From an optimization exercise on the open Yosys and OpenROAD flow, aimed at small area, a short achievable clock period and few clock cycles; shortcuts taken in it are not production practice.
The RTL was checked by simulation tests, not by an equivalence proof against the original design.
Power is estimated from default activity; no workload was simulated.

**design/flow/constraint.sdc**
```tcl
create_clock -name core_clock -period 7.0 [get_ports {clk}]
set_input_delay 1.4000 -clock core_clock [delete_from_list [all_inputs] [get_ports {clk}]]
set_output_delay 1.4000 -clock core_clock [all_outputs]
set_load 0.01 [all_outputs]
```
**design/flow/config.mk**
```make
export PLATFORM = sky130hd
export DESIGN_NAME = csq
export DESIGN_NICKNAME = csq
export VERILOG_FILES = /design/flow/design.v
export SDC_FILE = /design/flow/constraint.sdc
export NUM_CORES = 4
export LEC_CHECK = 0
export CAP_MARGIN = 20
export CORE_MARGIN = 2
export CORE_UTILIZATION = 40
export PLACE_DENSITY = 0.6
export SLEW_MARGIN = 20
```
**design/flow/run.sh**
```bash
#!/bin/bash
# synth_recipe.tcl (not shown) runs the flow's synth.tcl, then flattens the netlist and writes it again
# the make line also repeats each setting of config.mk as NAME=value (left out here)
make -C /OpenROAD-flow-scripts/flow DESIGN_CONFIG=/design/flow/config.mk WORK_HOME=/design/flow/orfs CLKGATE_MAP_FILE= SYNTH_SCRIPT=/design/flow/synth_recipe.tcl finish
```
**design/flow/design.v**
```verilog
module csq (
    input  wire        clk,
    input  wire        rst_n,
    input  wire        req_valid,
    input  wire [87:0] req,
    output wire        busy,
    output reg         rsp_valid,
    output reg  [35:0] rsp,
    output reg         ev_valid,
    input  wire        ev_ready,
    output reg  [3:0]  ev_kind,
    output reg  [3:0]  ev_sel,
    output reg  [31:0] ev_wdata,
    input  wire [31:0] ev_rdata,
    output reg  [3:0]  clk_state,
    output wire        freq_valid,
    output wire [31:0] freq_out,
    output reg  [1:0]  panel_state,
    output reg         rst_line,
    output reg         bl_line
);
    localparam [31:0] F_TARGET          = 32'd168000000;
    localparam [15:0] FRAME_W           = 16'd320;
    localparam [15:0] FRAME_H           = 16'd480;
    localparam [7:0]  OSC_BUDGET        = 8'd6;
    localparam [7:0]  PLL_UNLOCK_BUDGET = 8'd5;
    localparam [7:0]  PLL_LOCK_BUDGET   = 8'd8;
    localparam [7:0]  SWITCH_BUDGET     = 8'd4;
    localparam [15:0] T_RST_LOW         = 16'd20;
    localparam [15:0] T_RST_WAIT        = 16'd50;
    localparam [31:0] VOS_MODE   = 32'h0000_0001;
    localparam [31:0] FLASH_CFG  = 32'h0000_0705;  
    localparam [31:0] PRESCALERS = 32'h0000_9400;  
    localparam [31:0] PLL_CFG    = 32'h0040_5408;  
    localparam [31:0] SRC_PLL    = 32'h0000_0002;
    localparam [31:0] BT_CTRL    = 32'h0000_5010;  
    localparam [31:0] BT_RD      = 32'h0000_3C0F;
    localparam [31:0] BT_WR      = 32'h0001_0302;
    localparam [15:0] CMD_CASET  = 16'h002A;
    localparam [15:0] CMD_PASET  = 16'h002B;
    localparam [15:0] CMD_RAMWR  = 16'h002C;
    localparam [3:0] EV_CC_WRITE  = 4'd1;
    localparam [3:0] EV_CC_READ   = 4'd2;
    localparam [3:0] EV_CC_SAMPLE = 4'd3;
    localparam [3:0] EV_BT_WRITE  = 4'd4;
    localparam [3:0] EV_BUS_WRITE = 4'd5;
    localparam [3:0] EV_BUS_READ  = 4'd6;
    localparam [3:0] EV_LINE      = 4'd7;
    localparam [3:0] EV_TICK      = 4'd8;
    localparam [3:0] EV_BARRIER   = 4'd9;
    localparam [3:0] CC_OSC_ON     = 4'd0;
    localparam [3:0] CC_PWR_CLK_EN = 4'd1;
    localparam [3:0] CC_VOS_MODE   = 4'd2;
    localparam [3:0] CC_FLASH_CFG  = 4'd3;
    localparam [3:0] CC_PRESCALERS = 4'd4;
    localparam [3:0] CC_PLL_ON     = 4'd5;
    localparam [3:0] CC_PLL_CFG    = 4'd6;
    localparam [3:0] CC_SYSCLK_SEL = 4'd7;
    localparam [3:0] FL_OSC_RDY    = 4'd8;
    localparam [3:0] FL_PLL_LOCK   = 4'd9;
    localparam [3:0] FL_SW_ACK     = 4'd10;
    localparam [7:0] OP_BRING_UP       = 8'h10;
    localparam [7:0] OP_GET_BUS_FREQ   = 8'h11;
    localparam [7:0] OP_CONFIGURE      = 8'h20;
    localparam [7:0] OP_RESET_PULSE    = 8'h30;
    localparam [7:0] OP_BACKLIGHT_SET  = 8'h31;
    localparam [7:0] OP_BACKLIGHT_ON   = 8'h32;
    localparam [7:0] OP_BACKLIGHT_OFF  = 8'h33;
    localparam [7:0] OP_WRITE_CMD      = 8'h34;
    localparam [7:0] OP_WRITE_DATA     = 8'h35;
    localparam [7:0] OP_READ_DATA      = 8'h36;
    localparam [7:0] OP_READ_DUMMY     = 8'h37;
    localparam [7:0] OP_SET_WINDOW     = 8'h40;
    localparam [7:0] OP_DRAW_PIXEL     = 8'h41;
    localparam [7:0] OP_FILL_RECT      = 8'h42;
    localparam [7:0] OP_CLEAR          = 8'h43;
    localparam [7:0] OP_PANEL_INIT     = 8'h50;
    reg [6:0]  script_idx;
    reg [15:0] script_word;
    always @(*) begin
        case (script_idx)
            7'd0:  script_word = 16'h0011;           
            7'd1:  script_word = 16'h6001;           
            7'd2:  script_word = 16'h4000 | 16'd120;
            7'd3:  script_word = 16'h6002;           
            7'd4:  script_word = 16'h00E0;           
            7'd5:  script_word = 16'h2000;
            7'd6:  script_word = 16'h2003;
            7'd7:  script_word = 16'h2009;
            7'd8:  script_word = 16'h2008;
            7'd9:  script_word = 16'h2016;
            7'd10: script_word = 16'h200A;
            7'd11: script_word = 16'h203F;
            7'd12: script_word = 16'h2078;
            7'd13: script_word = 16'h204C;
            7'd14: script_word = 16'h2009;
            7'd15: script_word = 16'h200A;
            7'd16: script_word = 16'h2008;
            7'd17: script_word = 16'h2016;
            7'd18: script_word = 16'h201A;
            7'd19: script_word = 16'h200F;
            7'd20: script_word = 16'h00E1;           
            7'd21: script_word = 16'h2000;
            7'd22: script_word = 16'h2016;
            7'd23: script_word = 16'h2019;
            7'd24: script_word = 16'h2003;
            7'd25: script_word = 16'h200F;
            7'd26: script_word = 16'h2005;
            7'd27: script_word = 16'h2032;
            7'd28: script_word = 16'h2045;
            7'd29: script_word = 16'h2046;
            7'd30: script_word = 16'h2004;
            7'd31: script_word = 16'h200E;
            7'd32: script_word = 16'h200D;
            7'd33: script_word = 16'h2035;
            7'd34: script_word = 16'h2037;
            7'd35: script_word = 16'h200F;
            7'd36: script_word = 16'h00C0;           
            7'd37: script_word = 16'h2017;
            7'd38: script_word = 16'h2015;
            7'd39: script_word = 16'h00C1;           
            7'd40: script_word = 16'h2041;
            7'd41: script_word = 16'h00C5;           
            7'd42: script_word = 16'h2000;
            7'd43: script_word = 16'h2012;
            7'd44: script_word = 16'h2080;
            7'd45: script_word = 16'h0036;           
            7'd46: script_word = 16'h2048;
            7'd47: script_word = 16'h003A;           
            7'd48: script_word = 16'h2055;
            7'd49: script_word = 16'h00B0;           
            7'd50: script_word = 16'h2000;
            7'd51: script_word = 16'h00B1;           
            7'd52: script_word = 16'h20A0;
            7'd53: script_word = 16'h00B4;           
            7'd54: script_word = 16'h2002;
            7'd55: script_word = 16'h00B6;           
            7'd56: script_word = 16'h2002;
            7'd57: script_word = 16'h2002;
            7'd58: script_word = 16'h203B;
            7'd59: script_word = 16'h00E9;           
            7'd60: script_word = 16'h2000;
            7'd61: script_word = 16'h00F7;           
            7'd62: script_word = 16'h20A9;
            7'd63: script_word = 16'h2051;
            7'd64: script_word = 16'h202C;
            7'd65: script_word = 16'h2082;
            7'd66: script_word = 16'h0029;           
            7'd67: script_word = 16'h4000 | 16'd20;
            7'd68: script_word = 16'h6003;           
            default: script_word = 16'h8000;         
        endcase
    end
    localparam [5:0]
        S_IDLE        = 6'd0,
        S_DECODE      = 6'd1,
        S_RESP        = 6'd2,
        S_OSC_ON      = 6'd3,
        S_OSC_POLL    = 6'd4,
        S_PWR_EN      = 6'd5,
        S_VOS         = 6'd6,
        S_FLASH       = 6'd7,
        S_PRESC       = 6'd8,
        S_PLL_READ    = 6'd9,
        S_PLL_OFF     = 6'd10,
        S_UNLOCK_POLL = 6'd11,
        S_PLL_CFG     = 6'd12,
        S_PLL_ON      = 6'd13,
        S_LOCK_POLL   = 6'd14,
        S_SW          = 6'd15,
        S_SW_POLL     = 6'd16,
        S_BT_DIS      = 6'd17,
        S_BT_CTRL     = 6'd18,
        S_BT_RD       = 6'd19,
        S_BT_WR       = 6'd20,
        S_BT_EN       = 6'd21,
        S_BARRIER     = 6'd22,
        S_RST_LOW     = 6'd23,
        S_RST_HIGH    = 6'd24,
        S_RST_DONE    = 6'd25,
        S_BL_WRITE    = 6'd26,
        S_CMD_WRITE   = 6'd27,
        S_DATA_WRITE  = 6'd28,
        S_READ_DUMMY  = 6'd29,
        S_READ        = 6'd30,
        S_WINDOW      = 6'd31,
        S_FILL_LOAD   = 6'd32,
        S_FILL        = 6'd33,
        S_SCRIPT      = 6'd34,
        S_WAIT_START  = 6'd35,
        S_WAIT_LOOP   = 6'd36;
    reg [5:0]  state;
    reg [5:0]  wait_ret;       
    reg [7:0]  op;
    reg [15:0] xa, xb, xc, xd, xe;
    reg [7:0]  poll_cnt;
    reg [31:0] settle_start;
    reg [15:0] settle_d;
    reg [15:0] gx0, gx1, gy0, gy1, gw, gh;
    reg [31:0] fill_cnt;
    reg [3:0]  win_idx;
    reg [31:0] freq_cache;
    reg        bt_done;
    reg        rst_done;
    reg [3:0]  rsp_status;
    reg [31:0] rsp_value;
    assign busy       = (state != S_IDLE);
    assign freq_valid = (clk_state == 4'h5);
    assign freq_out   = freq_cache;
    wire fire = ev_valid && ev_ready;
    wire accept = req_valid && !busy;
    reg  [15:0] cl_x, cl_y, cl_w, cl_h;
    always @(*) begin
        cl_x = xa;
        cl_y = xb;
        cl_w = xc;
        cl_h = xd;
        if (op == OP_DRAW_PIXEL) begin
            cl_w = 16'd1;
            cl_h = 16'd1;
        end else if (op == OP_CLEAR) begin
            cl_x = 16'd0;
            cl_y = 16'd0;
            cl_w = FRAME_W;
            cl_h = FRAME_H;
        end
    end
    wire [16:0] cl_x1_raw = {1'b0, cl_x} + {1'b0, cl_w} - 17'd1;
    wire [16:0] cl_y1_raw = {1'b0, cl_y} + {1'b0, cl_h} - 17'd1;
    wire        cl_none   = (cl_w == 16'd0) || (cl_h == 16'd0) ||
                            (cl_x >= FRAME_W) || (cl_y >= FRAME_H);
    wire [15:0] cl_x1     = (cl_x1_raw > {1'b0, FRAME_W - 16'd1}) ? FRAME_W - 16'd1 : cl_x1_raw[15:0];
    wire [15:0] cl_y1     = (cl_y1_raw > {1'b0, FRAME_H - 16'd1}) ? FRAME_H - 16'd1 : cl_y1_raw[15:0];
    wire [15:0] cl_w_out  = cl_x1 - cl_x + 16'd1;
    wire [15:0] cl_h_out  = cl_y1 - cl_y + 16'd1;
    reg        win_sel;
    reg [15:0] win_data;
    always @(*) begin
        win_sel  = 1'b1;
        win_data = 16'd0;
        case (win_idx)
            4'd0:  begin win_sel = 1'b0; win_data = CMD_CASET; end
            4'd1:  win_data = {8'd0, gx0[15:8]};
            4'd2:  win_data = {8'd0, gx0[7:0]};
            4'd3:  win_data = {8'd0, gx1[15:8]};
            4'd4:  win_data = {8'd0, gx1[7:0]};
            4'd5:  begin win_sel = 1'b0; win_data = CMD_PASET; end
            4'd6:  win_data = {8'd0, gy0[15:8]};
            4'd7:  win_data = {8'd0, gy0[7:0]};
            4'd8:  win_data = {8'd0, gy1[15:8]};
            4'd9:  win_data = {8'd0, gy1[7:0]};
            default: begin win_sel = 1'b0; win_data = CMD_RAMWR; end
        endcase
    end
    wire [31:0] elapsed     = ev_rdata - settle_start;
    always @(*) begin
        ev_valid = 1'b1;
        ev_kind  = EV_CC_WRITE;
        ev_sel   = 4'd0;
        ev_wdata = 32'd0;
        case (state)
            S_OSC_ON:      begin ev_sel = CC_OSC_ON;     ev_wdata = 32'd1; end
            S_OSC_POLL:    begin ev_kind = EV_CC_SAMPLE; ev_sel = FL_OSC_RDY; end
            S_PWR_EN:      begin ev_sel = CC_PWR_CLK_EN; ev_wdata = 32'd1; end
            S_VOS:         begin ev_sel = CC_VOS_MODE;   ev_wdata = VOS_MODE; end
            S_FLASH:       begin ev_sel = CC_FLASH_CFG;  ev_wdata = FLASH_CFG; end
            S_PRESC:       begin ev_sel = CC_PRESCALERS; ev_wdata = PRESCALERS; end
            S_PLL_READ:    begin ev_kind = EV_CC_READ;   ev_sel = CC_PLL_ON; end
            S_PLL_OFF:     begin ev_sel = CC_PLL_ON;     ev_wdata = 32'd0; end
            S_UNLOCK_POLL: begin ev_kind = EV_CC_SAMPLE; ev_sel = FL_PLL_LOCK; end
            S_PLL_CFG:     begin ev_sel = CC_PLL_CFG;    ev_wdata = PLL_CFG; end
            S_PLL_ON:      begin ev_sel = CC_PLL_ON;     ev_wdata = 32'd1; end
            S_LOCK_POLL:   begin ev_kind = EV_CC_SAMPLE; ev_sel = FL_PLL_LOCK; end
            S_SW:          begin ev_sel = CC_SYSCLK_SEL; ev_wdata = SRC_PLL; end
            S_SW_POLL:     begin ev_kind = EV_CC_SAMPLE; ev_sel = FL_SW_ACK; end
            S_BT_DIS:      begin ev_kind = EV_BT_WRITE; ev_sel = 4'd0; ev_wdata = 32'd0; end
            S_BT_CTRL:     begin ev_kind = EV_BT_WRITE; ev_sel = 4'd1; ev_wdata = BT_CTRL; end
            S_BT_RD:       begin ev_kind = EV_BT_WRITE; ev_sel = 4'd2; ev_wdata = BT_RD; end
            S_BT_WR:       begin ev_kind = EV_BT_WRITE; ev_sel = 4'd3; ev_wdata = BT_WR; end
            S_BT_EN:       begin ev_kind = EV_BT_WRITE; ev_sel = 4'd0; ev_wdata = 32'd1; end
            S_BARRIER:     begin ev_kind = EV_BARRIER; end
            S_RST_LOW:     begin ev_kind = EV_LINE; ev_sel = 4'd0; ev_wdata = 32'd0; end
            S_RST_HIGH:    begin ev_kind = EV_LINE; ev_sel = 4'd0; ev_wdata = 32'd1; end
            S_BL_WRITE:    begin
                ev_kind  = EV_LINE;
                ev_sel   = 4'd1;
                ev_wdata = {31'd0, (op == OP_BACKLIGHT_ON) ? 1'b1 :
                                   (op == OP_BACKLIGHT_OFF) ? 1'b0 : xa[0]};
            end
            S_CMD_WRITE:   begin ev_kind = EV_BUS_WRITE; ev_sel = 4'd0; ev_wdata = {16'd0, xa}; end
            S_DATA_WRITE:  begin ev_kind = EV_BUS_WRITE; ev_sel = 4'd1; ev_wdata = {16'd0, xa}; end
            S_READ_DUMMY:  begin ev_kind = EV_BUS_READ;  ev_sel = 4'd1; end
            S_READ:        begin ev_kind = EV_BUS_READ;  ev_sel = 4'd1; end
            S_WINDOW:      begin ev_kind = EV_BUS_WRITE; ev_sel = {3'd0, win_sel}; ev_wdata = {16'd0, win_data}; end
            S_FILL:        begin ev_kind = EV_BUS_WRITE; ev_sel = 4'd1; ev_wdata = {16'd0, xe}; end
            S_SCRIPT:      begin
                ev_valid = (script_word[15:13] == 3'd0) || (script_word[15:13] == 3'd1);
                ev_kind  = EV_BUS_WRITE;
                ev_sel   = (script_word[15:13] == 3'd0) ? 4'd0 : 4'd1;
                ev_wdata = {24'd0, script_word[7:0]};
            end
            S_WAIT_START:  begin ev_kind = EV_TICK; end
            S_WAIT_LOOP:   begin ev_kind = EV_TICK; end
            default:       begin ev_valid = 1'b0; end
        endcase
    end
    always @(posedge clk) begin
        rsp_valid <= 1'b0;
        if (!rst_n) begin
            state       <= S_IDLE;
            clk_state   <= 4'h0;
            panel_state <= 2'd0;
            bt_done     <= 1'b0;
            rst_done    <= 1'b0;
            rst_line    <= 1'b1;
            bl_line     <= 1'b0;
            rsp         <= 36'd0;
        end else begin
            case (state)
                S_IDLE: begin
                    if (accept) begin
                        op <= req[87:80];
                        xa <= req[79:64];
                        xb <= req[63:48];
                        xc <= req[47:32];
                        xd <= req[31:16];
                        xe <= req[15:0];
                        state <= S_DECODE;
                    end
                end
                S_DECODE: begin
                    rsp_status <= 4'h0;
                    rsp_value  <= 32'd0;
                    case (op)
                        OP_BRING_UP:      state <= S_OSC_ON;
                        OP_GET_BUS_FREQ: begin
                            rsp_value <= freq_cache;
                            state     <= S_RESP;
                        end
                        OP_CONFIGURE:     state <= S_BT_DIS;
                        OP_RESET_PULSE:   state <= S_RST_LOW;
                        OP_BACKLIGHT_SET,
                        OP_BACKLIGHT_ON,
                        OP_BACKLIGHT_OFF: state <= S_BL_WRITE;
                        OP_WRITE_CMD:     state <= S_CMD_WRITE;
                        OP_WRITE_DATA:    state <= S_DATA_WRITE;
                        OP_READ_DATA:     state <= S_READ;
                        OP_READ_DUMMY:    state <= S_READ_DUMMY;
                        OP_SET_WINDOW,
                        OP_DRAW_PIXEL,
                        OP_FILL_RECT,
                        OP_CLEAR: begin
                            gx0     <= cl_x;
                            gy0     <= cl_y;
                            gx1     <= cl_x1;
                            gy1     <= cl_y1;
                            gw      <= cl_w_out;
                            gh      <= cl_h_out;
                            win_idx <= 4'd0;
                            state   <= cl_none ? S_RESP : S_WINDOW;
                        end
                        OP_PANEL_INIT: begin
                            script_idx <= 7'd0;
                            state      <= S_SCRIPT;
                        end
                        default: begin
                            rsp_status <= 4'hF;
                            state      <= S_RESP;
                        end
                    endcase
                end
                S_RESP: begin
                    rsp_valid <= 1'b1;
                    rsp       <= {rsp_status, rsp_value};
                    state     <= S_IDLE;
                end
                S_OSC_ON: if (fire) begin
                    clk_state <= 4'h1;
                    poll_cnt  <= OSC_BUDGET;
                    state     <= S_OSC_POLL;
                end
                S_OSC_POLL: if (fire) begin
                    if (ev_rdata[0]) begin
                        clk_state <= 4'h2;
                        state     <= S_PWR_EN;
                    end else if (poll_cnt == 8'd1) begin
                        clk_state  <= 4'h9;
                        rsp_status <= 4'h1;
                        state      <= S_RESP;
                    end else begin
                        poll_cnt <= poll_cnt - 8'd1;
                    end
                end
                S_PWR_EN:   if (fire) state <= S_VOS;
                S_VOS:      if (fire) state <= S_FLASH;
                S_FLASH:    if (fire) state <= S_PRESC;
                S_PRESC:    if (fire) state <= S_PLL_READ;
                S_PLL_READ: if (fire) state <= ev_rdata[0] ? S_PLL_OFF : S_PLL_CFG;
                S_PLL_OFF: if (fire) begin
                    poll_cnt <= PLL_UNLOCK_BUDGET;
                    state    <= S_UNLOCK_POLL;
                end
                S_UNLOCK_POLL: if (fire) begin
                    if (!ev_rdata[0]) begin
                        state <= S_PLL_CFG;
                    end else if (poll_cnt == 8'd1) begin
                        clk_state  <= 4'hA;
                        rsp_status <= 4'h2;
                        state      <= S_RESP;
                    end else begin
                        poll_cnt <= poll_cnt - 8'd1;
                    end
                end
                S_PLL_CFG: if (fire) state <= S_PLL_ON;
                S_PLL_ON: if (fire) begin
                    clk_state <= 4'h3;
                    poll_cnt  <= PLL_LOCK_BUDGET;
                    state     <= S_LOCK_POLL;
                end
                S_LOCK_POLL: if (fire) begin
                    if (ev_rdata[0]) begin
                        clk_state <= 4'h4;
                        state     <= S_SW;
                    end else if (poll_cnt == 8'd1) begin
                        clk_state  <= 4'hA;
                        rsp_status <= 4'h2;
                        state      <= S_RESP;
                    end else begin
                        poll_cnt <= poll_cnt - 8'd1;
                    end
                end
                S_SW: if (fire) begin
                    poll_cnt <= SWITCH_BUDGET;
                    state    <= S_SW_POLL;
                end
                S_SW_POLL: if (fire) begin
                    if (ev_rdata[0]) begin
                        freq_cache <= F_TARGET;
                        clk_state  <= 4'h5;
                        rsp_value  <= F_TARGET;
                        state      <= S_RESP;
                    end else if (poll_cnt == 8'd1) begin
                        clk_state  <= 4'hB;
                        rsp_status <= 4'h3;
                        state      <= S_RESP;
                    end else begin
                        poll_cnt <= poll_cnt - 8'd1;
                    end
                end
                S_BT_DIS:  if (fire) state <= S_BT_CTRL;
                S_BT_CTRL: if (fire) state <= S_BT_RD;
                S_BT_RD:   if (fire) state <= S_BT_WR;
                S_BT_WR:   if (fire) state <= S_BT_EN;
                S_BT_EN:   if (fire) state <= S_BARRIER;
                S_BARRIER: if (fire) begin
                    bt_done <= 1'b1;
                    state   <= S_RESP;
                end
                S_RST_LOW: if (fire) begin
                    rst_line <= 1'b0;
                    settle_d <= T_RST_LOW;
                    wait_ret <= S_RST_HIGH;
                    state    <= S_WAIT_START;
                end
                S_RST_HIGH: if (fire) begin
                    rst_line <= 1'b1;
                    settle_d <= T_RST_WAIT;
                    wait_ret <= S_RST_DONE;
                    state    <= S_WAIT_START;
                end
                S_RST_DONE: begin
                    rst_done <= 1'b1;
                    state    <= S_RESP;
                end
                S_BL_WRITE: if (fire) begin
                    bl_line <= ev_wdata[0];
                    state   <= S_RESP;
                end
                S_CMD_WRITE:  if (fire) state <= S_RESP;
                S_DATA_WRITE: if (fire) state <= S_RESP;
                S_READ_DUMMY: if (fire) state <= S_READ;
                S_READ: if (fire) begin
                    rsp_value <= {16'd0, ev_rdata[15:0]};
                    state     <= S_RESP;
                end
                S_WINDOW: if (fire) begin
                    if (win_idx == 4'd10) begin
                        state <= (op == OP_SET_WINDOW) ? S_RESP : S_FILL_LOAD;
                    end else begin
                        win_idx <= win_idx + 4'd1;
                    end
                end
                S_FILL_LOAD: begin
                    fill_cnt <= gw * gh;
                    state    <= S_FILL;
                end
                S_FILL: if (fire) begin
                    if (fill_cnt == 32'd1) begin
                        state <= S_RESP;
                    end else begin
                        fill_cnt <= fill_cnt - 32'd1;
                    end
                end
                S_SCRIPT: begin
                    case (script_word[15:13])
                        3'd0, 3'd1: if (fire) script_idx <= script_idx + 7'd1;
                        3'd2: begin
                            settle_d   <= {3'd0, script_word[12:0]};
                            wait_ret   <= S_SCRIPT;
                            script_idx <= script_idx + 7'd1;
                            state      <= S_WAIT_START;
                        end
                        3'd3: begin
                            panel_state <= script_word[1:0];
                            script_idx  <= script_idx + 7'd1;
                        end
                        default: state <= S_RESP;
                    endcase
                end
                S_WAIT_START: if (fire) begin
                    settle_start <= ev_rdata;
                    state        <= S_WAIT_LOOP;
                end
                S_WAIT_LOOP: if (fire) begin
                    if (elapsed >= {16'd0, settle_d}) state <= wait_ret;
                end
                default: state <= S_IDLE;
            endcase
        end
    end
endmodule
```
==> summary.txt <==
==> sequential cells by signal, indices dropped and copies added, names as in the netlist, 6 cells and up <==
name          flops
script_word      11
rsp_value        17
rsp              20
settle_start     32
gx1              16
poll_cnt          8
script_idx        7
xc               16
gx0              16
fill_cnt         32
gy1              16
xd               16
state             6
xb               16
op                8
xa               16
settle_d          8
gy0              16
xe               16
gh               16
gw               16
==> per-layer routing <==
| metal | up-vias | part of all wire [%] | global-route usage [%] | routed length (um) |
|---|---|---|---|---|
| met5 | - | 0 | 0 | 0 |
| met4 | 0 | 2.5 | 5.68 | 2110 |
| met3 | 125 | 5.9 | 3.30 | 5030 |
| met2 | 765 | 46 | 34.6 | 39400 |
| met1 | 12000 | 45 | 30.0 | 38600 |
| li1 | 11900 | - | - | - |
==> final timing paths <==
kind / startpoint / end / slack (ns) / depth (start not counted)
worst min-delay path: rsp[2] / rsp[2] / 0.45 / 2
worst max register to register: op[7] / gw[15] / 0.30 / 35
worst min register to register: rsp[2] / rsp[2] / 0.45 / 2
worst max-delay path: op[7] / gw[15] / 0.30 / 35
==> Yosys cell counts (all sizes together) (8+ instances only) <==
cell type,instances,share of area (%)
a2111oi,12,0.42
a211oi,24,0.59
a21boi,12,0.33
a21o,42,1.0
a21oi,198,3.2
a221o,8,0.26
a221oi,17,0.48
a222oi,10,0.33
a22oi,23,0.56
a31oi,17,0.35
a32oi,8,0.23
and2,117,2.4
and3,23,0.47
buf,88,1.9
clkbuf,102,1.2
dfxtp,46,3.0
edfxtp,298,29
fa,199,13
ha,272,11
inv,414,5.1
mux2,9,0.33
mux2i,19,0.66
nand2,431,5.3
nand2b,22,0.45
nand3,78,1.3
nand3b,13,0.32
nand4,14,0.29
nor2,204,2.5
nor2b,30,0.61
nor3,65,1.1
nor4,27,0.62
o211ai,24,0.60
o21a,11,0.27
o21ai,147,2.4
o21bai,14,0.34
o22ai,16,0.33
o31ai,12,0.29
or2,13,0.26
or3,8,0.16
or4,9,0.22
xnor2,78,2.2
xor2,43,1.2
==> per-stage QoR <==
| stage | setup TNS [ns] | util, % | std cells | hold slack [ns] | setup slack, ns |
|---|---|---|---|---|---|
| after floorplan | -0.0129 | - | 3402 | 0.455 | -0.0129 |
| after global placement | 0 | 45.2 | 4571 | 0.445 | 0.0365 |
| after detailed placement | -0.863 | 45.2 | 4571 | 0.451 | -0.186 |
| after CTS | 0 | 47.1 | 4656 | 0.458 | 0.0132 |
| after global routing | -0.257 | 47.5 | 4674 | 0.479 | -0.107 |
| final | 0 | 47.5 | 4674 | 0.455 | 0.302 |
==> area by class of cell <==
cell class	count	area share [%]
Sequential cell	344	27.3
Multi-Input combinational cell	2452	52.2
Timing Repair Buffer	354	8.77
Clock inverter	26	0.648
Inverter	416	4.33
Clock buffer	52	3.16
Tap cell	1030	3.57
==> timing repair <==
action | 4_1_cts | 5_1_grt
pin swaps | 11 | 50
buffers inserted | 7 | 17
gates resized for setup | 10 | 56
setup endpoints to repair | 7 | 15
gates cloned | 0 | 1
==> critical path: cells and delay by family (launching register included) <==
kind            cells  cell delay [ns]
buf+inv             6             0.81
fa+ha+maj           4             1.05
xor+xnor            1             0.16
flops               1             0.40
compound gates     13             1.89
simple gates       11             2.22
==> layout by cell type, fill, tap and decap left out, types with 12 or more instances in the layout <==
cell             netlist  layout
nor3_1                62      59
o211ai_1              23      23
a21oi_1              197     184
nand4_1               14      14
and2_1               117     117
xnor2_1               78      76
o21ai_0              139     122
clkdlybuf4s50_1        0     185
nand2_1              427     423
inv_1                413     411
a21o_1                42      42
clkbuf_16              0      43
conb_1                 2      84
a221oi_1              17      17
nand2b_1              22      22
nor4_1                25      24
ha_1                 272     269
dfxtp_1               46      46
nor2_1               203     198
edfxtp_1             298     298
o21ai_1                8      22
o21bai_1              14      14
a211oi_1              24      23
a21oi_2                1      14
fa_1                 199     195
nor2b_1               30      28
o22ai_1               16      16
and3_1                23      22
a31oi_1               17      16
o31ai_1               12      12
buf_4                 64     162
nand3b_1              13      13
mux2i_1               18      17
nand3_1               78      77
xor2_1                43      42
a22oi_1               23      23
==> power breakdown <==
part | internal [mW] | switching [mW]
clock network | 1.24 | 0.905
logic | 1.13 | 1.61
registers | 2.45 | 0.124
==> kinds of logic (layout without fill, tap and decap cells) <==
family	count (synthesis)	in the layout	share of synthesized area (%)
simple gates	1069	1069	16.5
compound gates	679	679	14.6
buf+inv	606	848	8.27
fa+ha+maj	471	471	24.1
flops	344	344	32.1
xor+xnor	121	121	3.45
mux	28	28	0.990
other cells	2	84	0.0245
==> results.py <==
metrics = {
    "place": {
        "placed_area_um2": 34300,
        "dpl.hpwl_mm": 66.4,
        "globalplace.congestion": 0.989,
        "port_buffers": 185,
    },
    "yosys": {
        "yosys_register_bits": 344,
        "synth-edff-count": 298,
        "synth-main-ff-cell": "edfxtp_1",
        "yosysWarnings": 1,
        "synthArstFlopShare_pct": 0,
        "postSynthAreaPerCell_um2": 9.25,
        "ys_types": 94,
        "yosysSeqAreaShare_pct": 32.1,
        "syn_inst": 3320,
        "syn_area_um2": 30700,
    },
    "final_layout": {
        "drive_gt1_share_pct": 9.22,
        "diodes": 0,
        "multiInputGateArea_um2": 18800,
        "finalNetCount": 4205,
        "fin_area_um2": 36100,
        "nFillCells": 7253,
        "syn_to_final_growth_pct": 17.6,
        "seq_area_um2": 9870,
    },
    "timing": {
        "final_hold_viol_count": 0,
        "max_slew_margin_pct": 38.4,
        "post-route-min-period_ns": 6.70,
        "drv_slew": 0,
        "finalSetupViolations": 0,
        "max_freq_mhz": 149,
        "finalClockSkew_ns": 0.0474,
        "period_share_pct": 95.7,
        "tightest_slew_ns": 0.923,
    },
    "global_route": {
        "overflow": 0,
        "grt_usage_pct": 21.5,
        "grt_pass1_vias": 24100,
        "antenna_found_initial": 0,
        "grt_pass1_wl_mm": 134,
        "grt_start_max_net_pins": 97,
    },
    "die": {
        "rows": 101,
        "initial_core_util_pct": 40.4,
        "core_area_um2": 75900,
        "io_pins": 244,
        "die_x_um": 281,
        "design.die.area_um2": 79000,
        "die_height_um": 281,
    },
    "worst_setup_path": {
        "critPathSlowestCell": "or4_1",
        "cp_max_fo": 18,
        "worstPathArrival_ns": 7.11,
        "max_stage_delay_ns": 0.51,
        "worst-setup-path-type": "flip-flop to flip-flop",
        "end_kind": "flip-flop",
        "start_kind": "flip-flop",
        "crit_required_ns": 7.42,
    },
    "clocking": {
        "clkSlewWorstSetupHoldPaths_ns": 0.06,
        "clockBufferDepth": 3,
        "cts-root-buf": "clkbuf_16",
        "clk_latency_ns": 0.58,
        "htree_levels": 2,
        "cts_sinks": 344,
        "tritoncts": "built",
        "cts_hold_buf": 0,
        "cts_buffers": 42,
    },
    "hold_path": {
        "hp-class": "flip-flop to flip-flop",
    },
    "route": {
        "wl_per_cell_um": 18.2,
        "drtPass1Iterations": 7,
        "drcViolationCount": 0,
        "ant_nets": 0,
        "via_per_inst": 5.31,
        "routed_wl_mm": 85.1,
        "first_iter_violations": 1979,
        "vias": 24800,
    },
    "power_and_ir_drop": {
        "p_total_mw": 7.46,
        "power.leakage_nw": 15.4,
        "power-per-cell-area_nw_per_um2": 207,
        "ir_worst_vdd_mv": 0.193,
    },
    "job": {
        "drv_cap": 0,
    },
    "run_status": {
        "status": "no timing/DRC/antenna violations",
    },
}
Testbench counts, summed over its fixed seeds: cycles 49,461.

[re-timing with driven ports]
No port has a modelled driver above. Below, the same layout with a new extraction and two added sets of constraints. Step 1 sets driving cells, clkbuf_16 on the clock port and buf_2 on the other inputs (assumed; they add their load-dependent delay and slew). Step 2 adds t to the input delays and takes it off the output delays; t is the mean of the earliest and latest rising clock arrival at the registers after step 1. Input paths then give back, and output paths get back, about the clock's delay inside the block. Slacks: ideal / step 1 / step 2; pairs: ideal / step 1.
shift t [ns]: 0.627
slack for setup (ns): 0.302 / 0.302 / 0.302
clock arrival spread, ns: 0.048 / 0.047
After both steps setup and hold are still met in this run. The setup slack of this run moves by 0.000 ns with the drivers and by 0.000 ns with both steps.
